This is an optimization exercise on Yosys and OpenROAD, whose aim is small area and a short achievable clock period, not a production implementation. RTL that was checked went through simulation tests only; none was proved equivalent to the original.

==> run R <==
==> flow/design.v <==
module robbus_engine (
    input  wire         clk,
    input  wire         ev_valid,
    input  wire [9:0]   ev,
    input  wire [7:0]   store_rdata,
    input  wire [127:0] h_reply,
    output wire         tx_valid,
    output wire [7:0]   tx_data,
    output wire         store_we,
    output wire [7:0]   store_wdata,
    output wire         h_call,
    output wire [127:0] h_arg
);
    localparam [2:0] RX_IDLE   = 3'd0;
    localparam [2:0] RX_WADDR  = 3'd1;
    localparam [2:0] RX_WGMASK = 3'd2;
    localparam [2:0] RX_WLEN   = 3'd3;
    localparam [2:0] RX_WDATA  = 3'd4;
    localparam [2:0] RX_WCSUM  = 3'd5;
    localparam [2:0] TX_IDLE  = 3'b000;
    localparam [2:0] TX_START = 3'b100;
    localparam [2:0] TX_ADDR  = 3'b101;
    localparam [2:0] TX_LEN   = 3'b110;
    localparam [2:0] TX_DATA  = 3'b111;
    reg [7:0]   addr;
    reg [2:0]   rx_state;
    reg         rx_esc;
    reg         is_svc;
    reg         is_grp;
    reg [7:0]   rx_tgt;      
    reg [7:0]   rx_len;      
    reg [7:0]   rx_idx;
    reg         f_h;         
    reg         f_ca;        
    reg         f_sw;        
    reg         f_pr;        
    reg [511:0] bm;          
    reg [2:0]   tx_state;
    reg         tx_esc;
    reg [7:0]   tx_nsum;     
    reg [7:0]   tx_rem;      
    reg [6:0]   tx_nx;       
    reg         tx_svc;      
    reg [7:0]   tx_cur;      
    reg [7:0]   tx_out;      
    wire [7:0] buf0 = bm[7:0];
    wire [7:0] buf1 = bm[15:8];
    wire [7:0] buf2 = bm[23:16];
    wire [7:0] buf3 = bm[31:24];
    wire       ev_rx    = ev_valid & ~ev[9] & ~ev[8];
    wire       ev_tick  = ev_valid & ~ev[9] &  ev[8];
    wire       ev_reset = ev_valid &  ev[9] & ~ev[8];
    wire [7:0] b        = ev[7:0];
    wire       b_small  = (b[7:2] == 6'd0);
    wire       cls_esc  = ev_rx & ~rx_esc & b_small & (b[1:0] == 2'd0);
    wire       cls_mark = ev_rx & ~rx_esc & b_small & (b[1:0] != 2'd0);
    wire       cls_data = ev_rx & (rx_esc | ~b_small);
    wire [7:0] v        = rx_esc ? {b[7:2] - 6'd1, b[1:0]} : b;
    wire st_wlen  = (rx_state == RX_WLEN);
    wire st_wdata = (rx_state == RX_WDATA);
    wire st_wcsum = (rx_state == RX_WCSUM);
    wire       csum_eq  = ev_rx & (b == rx_tgt);
    wire h_wr      = csum_eq & f_h;                      
    wire svc_wr    = csum_eq & f_sw;
    wire do_prime  = csum_eq & f_pr;
    wire do_ca     = csum_eq & f_ca;
    assign h_call      = h_wr;
    assign store_we    = do_ca;
    assign store_wdata = buf1;
    assign h_arg       = bm[127:0];
    wire       rx_wr = cls_data & st_wdata & ~rx_idx[7] & ~rx_idx[6];
    wire [7:0] wbus  = {8{~ev[9]}} & (st_wdata ? v : 8'h10);
    genvar gk;
    generate
        for (gk = 0; gk < 64; gk = gk + 1) begin : g_buf
            wire en = ev_reset | (rx_wr & (rx_idx[5:0] == gk))
                    | ((gk < 16) ? h_wr : 1'b0)
                    | ((gk < 2) ? svc_wr : 1'b0);
            wire [7:0] d;
            if (gk < 16) begin : g_h
                assign d = h_wr ? h_reply[8*gk +: 8] : wbus;
            end else begin : g_n
                assign d = wbus;
            end
            always @(posedge clk)
                if (en) bm[8*gk +: 8] <= d;
        end
    endgenerate
    wire [7:0] tgt_sub  = rx_tgt - b;
    wire       ent_cs   = cls_data & ((st_wlen & (v == 8'h00))
                                    | (st_wdata & (rx_idx + 8'd1 == rx_len)));
    wire       stay_cs  = st_wcsum & ~ev_reset & ~cls_mark & ~cls_data;
    wire       n_ok     = ent_cs ? (tgt_sub[7:2] != 6'd0)
                                 : (cls_esc | rx_esc | (rx_tgt[7:2] != 6'd0));
    wire       n_cs     = (ent_cs | stay_cs) & n_ok;
    wire [7:0] nb0 = (rx_wr & (rx_idx[5:0] == 6'd0)) ? wbus : buf0;
    wire [7:0] nb1 = (rx_wr & (rx_idx[5:0] == 6'd1)) ? wbus : buf1;
    wire [7:0] nb2 = (rx_wr & (rx_idx[5:0] == 6'd2)) ? wbus : buf2;
    wire [7:0] nb3 = (rx_wr & (rx_idx[5:0] == 6'd3)) ? wbus : buf3;
    wire       n_echo = (nb0 == 8'h10);
    wire       n_desc = (nb0 == 8'h11);
    wire       n_ca   = (nb0 == 8'h12) & (nb2 == addr) & (nb3 == (addr ^ nb1));
    always @(posedge clk) begin
        f_h  <= n_cs & ~is_svc;
        f_ca <= n_cs & is_svc & n_ca;
        f_sw <= n_cs & is_svc & (n_desc | n_ca);
        f_pr <= n_cs & (is_svc ? (n_echo | n_desc | n_ca) : ~is_grp);
    end
    wire s_start = (tx_state == TX_START);
    wire s_addr  = (tx_state == TX_ADDR);
    wire s_len   = (tx_state == TX_LEN);
    wire s_data  = (tx_state == TX_DATA);
    wire       tx_more = (tx_rem != 8'd0);
    wire [7:0] x       = s_len ? tx_rem : (tx_more ? tx_cur : tx_nsum);
    wire       x_small = (x[7:2] == 6'd0);
    wire [7:0] x_p4    = {x[7:2] + 6'd1, x[1:0]};
    wire       x_done  = tx_esc | ~x_small;
    wire [7:0] rd_nx   = tx_nx[6] ? 8'h00 : bm[8*tx_nx[5:0] +: 8];
    wire       adv_len  = ev_tick & s_len & x_done;
    wire       adv_data = ev_tick & s_data & x_done & tx_more;
    wire [7:0] nsum_n   = tx_nsum - x;
    wire       more_n   = s_len ? tx_more : (tx_rem != 8'd1);
    wire [7:0] x_n      = more_n ? (s_len ? tx_cur : rd_nx) : nsum_n;
    wire [7:0] x_n_out  = (x_n[7:2] == 6'd0) ? 8'h00 : x_n;
    wire [3:0] h_sel    = tx_nx[3:0] - 4'd1;
    wire [7:0] h_at_tx  = h_reply[8*h_sel +: 8];
    wire       h_hit    = h_wr & ((tx_nx[6:4] == 3'd0) | (tx_nx == 7'd16));
    wire       rx_hit   = rx_wr & ({1'b0, rx_idx[5:0]} + 7'd1 == tx_nx);
    wire [7:0] cur_w    = h_hit ? h_at_tx : wbus;
    wire [7:0] cur_w_out = tx_esc ? {cur_w[7:2] + 6'd1, cur_w[1:0]}
                         : (cur_w[7:2] == 6'd0) ? 8'h00 : cur_w;
    assign tx_valid = ev_tick & tx_state[2];
    assign tx_data  = tx_out;
    always @(posedge clk) begin
        if (ev_reset) begin
            addr     <= store_rdata;
            rx_state <= RX_IDLE;
            rx_esc   <= 1'b0;
            tx_state <= TX_IDLE;
            tx_esc   <= 1'b0;
        end else if (ev_rx) begin
            rx_esc <= cls_esc;
            if (cls_esc)
                rx_tgt <= rx_tgt + 8'd4;
            if (cls_mark) begin
                rx_tgt   <= 8'h00;
                is_svc   <= (b[1:0] == 2'd1);
                is_grp   <= (b[1:0] == 2'd3);
                rx_state <= RX_WADDR;
            end else if (cls_data) begin
                rx_tgt <= rx_tgt - b;
                case (rx_state)
                    RX_WADDR: begin
                        rx_len <= v ^ addr;
                        if (v[7])
                            rx_state <= RX_IDLE;
                        else if (is_grp)
                            rx_state <= RX_WGMASK;
                        else if (v == addr)
                            rx_state <= RX_WLEN;
                        else
                            rx_state <= RX_IDLE;
                    end
                    RX_WGMASK: begin
                        if ((v & rx_len) == 8'h00)
                            rx_state <= RX_WLEN;
                        else
                            rx_state <= RX_IDLE;
                    end
                    RX_WLEN: begin
                        rx_len   <= v;
                        rx_idx   <= 8'h00;
                        rx_state <= (v == 8'h00) ? RX_WCSUM : RX_WDATA;
                    end
                    RX_WDATA: begin
                        rx_idx <= rx_idx + 8'd1;
                        if (rx_idx + 8'd1 == rx_len)
                            rx_state <= RX_WCSUM;
                    end
                    RX_WCSUM: begin
                        rx_state <= RX_IDLE;
                        if (do_ca)
                            addr <= buf1;
                        if (do_prime) begin
                            tx_svc   <= is_svc;
                            tx_rem   <= ~is_svc ? 8'd16 : f_sw ? 8'd2 : rx_len;
                            tx_nx    <= 7'd1;
                            tx_nsum  <= 8'h00;
                            tx_esc   <= 1'b0;
                            tx_state <= TX_START;
                        end
                    end
                    default: ;
                endcase
            end
        end else if (ev_tick) begin
            case (tx_state)
                TX_START: tx_state <= TX_ADDR;
                TX_ADDR: begin
                    tx_nsum  <= tx_nsum - (addr | 8'h80);
                    tx_state <= TX_LEN;
                end
                TX_LEN, TX_DATA: begin
                    tx_esc <= ~x_done;
                    if (x_done) begin
                        if (s_len | tx_more)
                            tx_nsum <= nsum_n;
                        if (s_len)
                            tx_state <= TX_DATA;
                        else if (tx_more) begin
                            tx_rem <= tx_rem - 8'd1;
                            if (~(tx_nx[6] & tx_nx[0]))
                                tx_nx <= tx_nx + 7'd1;
                        end else
                            tx_state <= TX_IDLE;
                    end
                end
                default: ;
            endcase
        end
    end
    always @(posedge clk) begin
        if (adv_data)
            tx_cur <= rd_nx;
        else if (do_prime)
            tx_cur <= h_wr ? h_reply[7:0] : svc_wr ? 8'h10 : buf0;
        else if (h_hit | rx_hit)
            tx_cur <= cur_w;
    end
    always @(posedge clk) begin
        if (ev_tick) begin
            if (s_start)
                tx_out <= addr | 8'h80;
            else if (s_addr)
                tx_out <= (tx_rem[7:2] == 6'd0) ? 8'h00 : tx_rem;
            else if (~x_done)
                tx_out <= x_p4;
            else if (adv_len | adv_data)
                tx_out <= x_n_out;
        end else if (do_prime)
            tx_out <= {6'd0, ~is_svc, is_svc};
        else if ((h_hit | rx_hit) & s_data & tx_more)
            tx_out <= cur_w_out;
    end
endmodule
==> flow/flow/run.sh <==
#!/bin/bash
# The standard layout, with the port buffers made of the smallest buffer cell.
set -euo pipefail
export BUFFER_PORTS_ARGS="-buffer_cell sky130_fd_sc_hd__buf_1"
bash standard.sh > standard_flow.log 2>&1
==> flow/standard.sh <==
#!/bin/bash
# synth_recipe.tcl (not shown) runs the flow's synth.tcl, then flattens the netlist and writes it again
# the make line also repeats each setting of config.mk as NAME=value (left out here)
make -C /OpenROAD-flow-scripts/flow DESIGN_CONFIG=/design/flow/config.mk WORK_HOME=/design/flow/orfs CLKGATE_MAP_FILE= SYNTH_SCRIPT=/design/flow/synth_recipe.tcl "${@:-finish}"
==> flow/config.mk <==
export PLATFORM = sky130hd
export DESIGN_NAME = robbus_engine
export DESIGN_NICKNAME = robbus_engine
export VERILOG_FILES = /design/flow/design.v
export SDC_FILE = /design/flow/constraint.sdc
export NUM_CORES = 4
export LEC_CHECK = 0
export CAP_MARGIN = 20
export CORE_MARGIN = 2
export CORE_UTILIZATION = 60
export PLACE_DENSITY = 0.72
export SETUP_SLACK_MARGIN = 2.6
export SLEW_MARGIN = 20
==> flow/constraint.sdc <==
create_clock -name core_clock -period 6.0 [get_ports {clk}]
set_input_delay 1.2000 -clock core_clock [delete_from_list [all_inputs] [get_ports {clk}]]
set_output_delay 1.2000 -clock core_clock [all_outputs]
set_load 0.01 [all_outputs]
==> run Y (differences from run R) <==
--- a/flow/design.v
+++ b/flow/design.v
@@ -43,3 +43,3 @@
     reg         tx_svc;      
-    reg [7:0]   tx_cur;      
+    reg [1:0]   tx_xlo;      
     reg [7:0]   tx_out;      
@@ -72,2 +72,3 @@
     wire [7:0] wbus  = {8{~ev[9]}} & (st_wdata ? v : 8'h10);
+    wire       h_sel_w = f_h & ~ev[9];
     genvar gk;
@@ -80,3 +81,3 @@
             if (gk < 16) begin : g_h
-                assign d = h_wr ? h_reply[8*gk +: 8] : wbus;
+                assign d = h_sel_w ? h_reply[8*gk +: 8] : wbus;
             end else begin : g_n
@@ -113,5 +114,7 @@
     wire       tx_more = (tx_rem != 8'd0);
-    wire [7:0] x       = s_len ? tx_rem : (tx_more ? tx_cur : tx_nsum);
-    wire       x_small = (x[7:2] == 6'd0);
-    wire [7:0] x_p4    = {x[7:2] + 6'd1, x[1:0]};
+    wire       s_dbuf  = s_data & tx_more;       
+    wire [7:0] xd      = tx_esc ? {tx_out[7:2] - 6'd1, tx_out[1:0]} : tx_out;
+    wire [7:0] x       = s_len ? tx_rem : (tx_more ? xd : tx_nsum);
+    wire       x_small = s_dbuf ? (tx_out == 8'h00) : (x[7:2] == 6'd0);
+    wire [1:0] x_lo    = s_dbuf ? tx_xlo : x[1:0];
     wire       x_done  = tx_esc | ~x_small;
@@ -122,3 +125,3 @@
     wire       more_n   = s_len ? tx_more : (tx_rem != 8'd1);
-    wire [7:0] x_n      = more_n ? (s_len ? tx_cur : rd_nx) : nsum_n;
+    wire [7:0] x_n      = more_n ? (s_len ? buf0 : rd_nx) : nsum_n;
     wire [7:0] x_n_out  = (x_n[7:2] == 6'd0) ? 8'h00 : x_n;
@@ -128,3 +131,3 @@
     wire       rx_hit   = rx_wr & ({1'b0, rx_idx[5:0]} + 7'd1 == tx_nx);
-    wire [7:0] cur_w    = h_hit ? h_at_tx : wbus;
+    wire [7:0] cur_w    = f_h ? h_at_tx : wbus;
     wire [7:0] cur_w_out = tx_esc ? {cur_w[7:2] + 6'd1, cur_w[1:0]}
@@ -222,10 +225,2 @@
     always @(posedge clk) begin
-        if (adv_data)
-            tx_cur <= rd_nx;
-        else if (do_prime)
-            tx_cur <= h_wr ? h_reply[7:0] : svc_wr ? 8'h10 : buf0;
-        else if (h_hit | rx_hit)
-            tx_cur <= cur_w;
-    end
-    always @(posedge clk) begin
         if (ev_tick) begin
@@ -236,9 +231,13 @@
             else if (~x_done)
-                tx_out <= x_p4;
-            else if (adv_len | adv_data)
+                tx_out <= {6'd1, x_lo};
+            else if (adv_len | adv_data) begin
                 tx_out <= x_n_out;
+                tx_xlo <= x_n[1:0];
+            end
         end else if (do_prime)
             tx_out <= {6'd0, ~is_svc, is_svc};
-        else if ((h_hit | rx_hit) & s_data & tx_more)
+        else if ((h_hit | rx_hit) & s_dbuf) begin
             tx_out <= cur_w_out;
+            tx_xlo <= cur_w[1:0];
+        end
     end
--- a/flow/config.mk
+++ b/flow/config.mk
@@ -9,4 +9,4 @@
 export CORE_MARGIN = 2
-export CORE_UTILIZATION = 60
-export PLACE_DENSITY = 0.72
+export CORE_UTILIZATION = 40
+export CTS_BUF_LIST = sky130_fd_sc_hd__clkbuf_4 sky130_fd_sc_hd__clkbuf_8
 export SETUP_SLACK_MARGIN = 2.6
==> run M (differences from run R) <==
--- a/flow/design.v
+++ b/flow/design.v
@@ -33,5 +33,6 @@
     reg         f_h;         
+    reg         f_hp;        
     reg         f_ca;        
     reg         f_sw;        
-    reg         f_pr;        
+    reg         f_sp;        
     reg [511:0] bm;          
@@ -64,3 +65,3 @@
     wire svc_wr    = csum_eq & f_sw;
-    wire do_prime  = csum_eq & f_pr;
+    wire do_prime  = csum_eq & (f_hp | f_sp);
     wire do_ca     = csum_eq & f_ca;
@@ -72,2 +73,3 @@
     wire [7:0] wbus  = {8{~ev[9]}} & (st_wdata ? v : 8'h10);
+    wire       h_sel_w = f_h & ~ev[9];
     genvar gk;
@@ -80,3 +82,3 @@
             if (gk < 16) begin : g_h
-                assign d = h_wr ? h_reply[8*gk +: 8] : wbus;
+                assign d = h_sel_w ? h_reply[8*gk +: 8] : wbus;
             end else begin : g_n
@@ -95,14 +97,19 @@
     wire       n_cs     = (ent_cs | stay_cs) & n_ok;
-    wire [7:0] nb0 = (rx_wr & (rx_idx[5:0] == 6'd0)) ? wbus : buf0;
-    wire [7:0] nb1 = (rx_wr & (rx_idx[5:0] == 6'd1)) ? wbus : buf1;
-    wire [7:0] nb2 = (rx_wr & (rx_idx[5:0] == 6'd2)) ? wbus : buf2;
-    wire [7:0] nb3 = (rx_wr & (rx_idx[5:0] == 6'd3)) ? wbus : buf3;
-    wire       n_echo = (nb0 == 8'h10);
-    wire       n_desc = (nb0 == 8'h11);
-    wire       n_ca   = (nb0 == 8'h12) & (nb2 == addr) & (nb3 == (addr ^ nb1));
-    always @(posedge clk) begin
+    wire       w0   = rx_wr & (rx_idx[5:0] == 6'd0);
+    wire       w1   = rx_wr & (rx_idx[5:0] == 6'd1);
+    wire       w2   = rx_wr & (rx_idx[5:0] == 6'd2);
+    wire       w3   = rx_wr & (rx_idx[5:0] == 6'd3);
+    wire       n_c0 = w0 ? (wbus == 8'h12) : (buf0 == 8'h12);
+    wire       n_d  = w0 ? (wbus == 8'h11) : (buf0 == 8'h11);
+    wire       n_e  = w0 ? (wbus == 8'h10) : (buf0 == 8'h10);
+    wire       n_c2 = w2 ? (wbus == addr) : (buf2 == addr);
+    wire       n_c3 = w3 ? (wbus == (addr ^ buf1))
+                    : w1 ? (wbus == (addr ^ buf3))
+                    : (buf3 == (addr ^ buf1));
+    always @(posedge clk) begin
+        f_ca <= n_cs & is_svc & n_c0 & n_c2 & n_c3;
+        f_sw <= n_cs & is_svc & (n_d | (n_c0 & n_c2 & n_c3));
+        f_sp <= n_cs & is_svc & (n_e | n_d | (n_c0 & n_c2 & n_c3));
         f_h  <= n_cs & ~is_svc;
-        f_ca <= n_cs & is_svc & n_ca;
-        f_sw <= n_cs & is_svc & (n_desc | n_ca);
-        f_pr <= n_cs & (is_svc ? (n_echo | n_desc | n_ca) : ~is_grp);
+        f_hp <= n_cs & ~is_svc & ~is_grp;
     end
@@ -128,3 +135,3 @@
     wire       rx_hit   = rx_wr & ({1'b0, rx_idx[5:0]} + 7'd1 == tx_nx);
-    wire [7:0] cur_w    = h_hit ? h_at_tx : wbus;
+    wire [7:0] cur_w    = f_h ? h_at_tx : wbus;
     wire [7:0] cur_w_out = tx_esc ? {cur_w[7:2] + 6'd1, cur_w[1:0]}
@@ -225,3 +232,3 @@
         else if (do_prime)
-            tx_cur <= h_wr ? h_reply[7:0] : svc_wr ? 8'h10 : buf0;
+            tx_cur <= f_h ? h_reply[7:0] : svc_wr ? 8'h10 : buf0;
         else if (h_hit | rx_hit)
--- a/flow/config.mk
+++ b/flow/config.mk
@@ -10,2 +10,3 @@
 export CORE_UTILIZATION = 60
+export CTS_BUF_LIST = sky130_fd_sc_hd__clkbuf_4 sky130_fd_sc_hd__clkbuf_8
 export PLACE_DENSITY = 0.72
==> metrics.yaml <==
core_sq_mm: 0.0761
status: "timing/DRC/antenna clean"
pg_seq_mw: 4.68
critical_path_buf_inv_count: 1
setup_ws_ns: 1.79
htree_num_levels: 3
p_leak_nw: 13.7
synthAdderAreaFrac: 0.0166
synth_area_leaders: "edfxtp_1 57%, mux4_2 8.6%, buf_4 3.6%"
syn_to_final_growth_pct: 20.2
the above is filed under run Y

==> metrics.yaml <==
cts_root_buf: "clkbuf_16"
synth_area_leaders: "edfxtp_1 55%, mux4_2 12%, nand2_1 4.6%"
status: "timing/DRC/antenna clean"
post_cts_resized: 137
synthAdderAreaFrac: 0.0138
critical_path_buf_inv_count: 7
pg_seq_mw: 4.72
htree_num_levels: 2
the above is filed under run R

==> metrics.yaml <==
status: "timing/DRC/antenna clean"
p_leak_nw: 13.2
synthAdderAreaFrac: 0.0140
routedWlPerCell_um: 31.5
core_sq_mm: 0.0515
dr.max_layer_used: "met4"
htree_num_levels: 3
largest_reg_flops: 512
synth_area_leaders: "edfxtp_1 56%, mux4_2 11%, buf_4 3.7%"
grtUsageMet2: 0.589
syn_to_final_growth_pct: 15.1
critical_path_buf_inv_count: 2
pg_seq_mw: 4.71
the above is filed under run M

Function not checked in run Y and run M: the RTL went through the layout flow alone.

separate check: timing with driven ports:
The flow's constraints put no driver on any port. The routed layouts listed below were extracted and timed again, unchanged, in two steps. Step 1: set_driving_cell puts a clkbuf_16 on clk and a buf_2 on each other input, an assumption about the parent block. Step 2 adds t to the input delays and takes it off the output delays; t is the mean of the earliest and latest rising clock arrival at the registers after step 1. Input paths then give back, and output paths get back, about the clock's delay inside the block. a / b / c = no drivers / after step 1 / after step 2; a / b = the first two.
| run | t, ns | slack for setup (ns) | worst setup path after step 2 | worst data-port slew with drivers (ns) | cell pins on the clock port's net |
|---|---|---|---|---|---|
| run R | 0.712 | 2.454 / 2.383 / 1.862 | input to register | 0.12 | 1 |
| run Y | 0.779 | 1.790 / 1.790 / 1.720 | input to register | 0.12 | 1 |
| run M | 0.766 | 2.187 / 2.187 / 1.578 | input to register | 0.08 | 1 |
After both steps every run listed still meets setup and hold. For run M, which loses most, drivers alone change the setup slack by 0.000 ns; drivers and shift together by -0.609 ns.
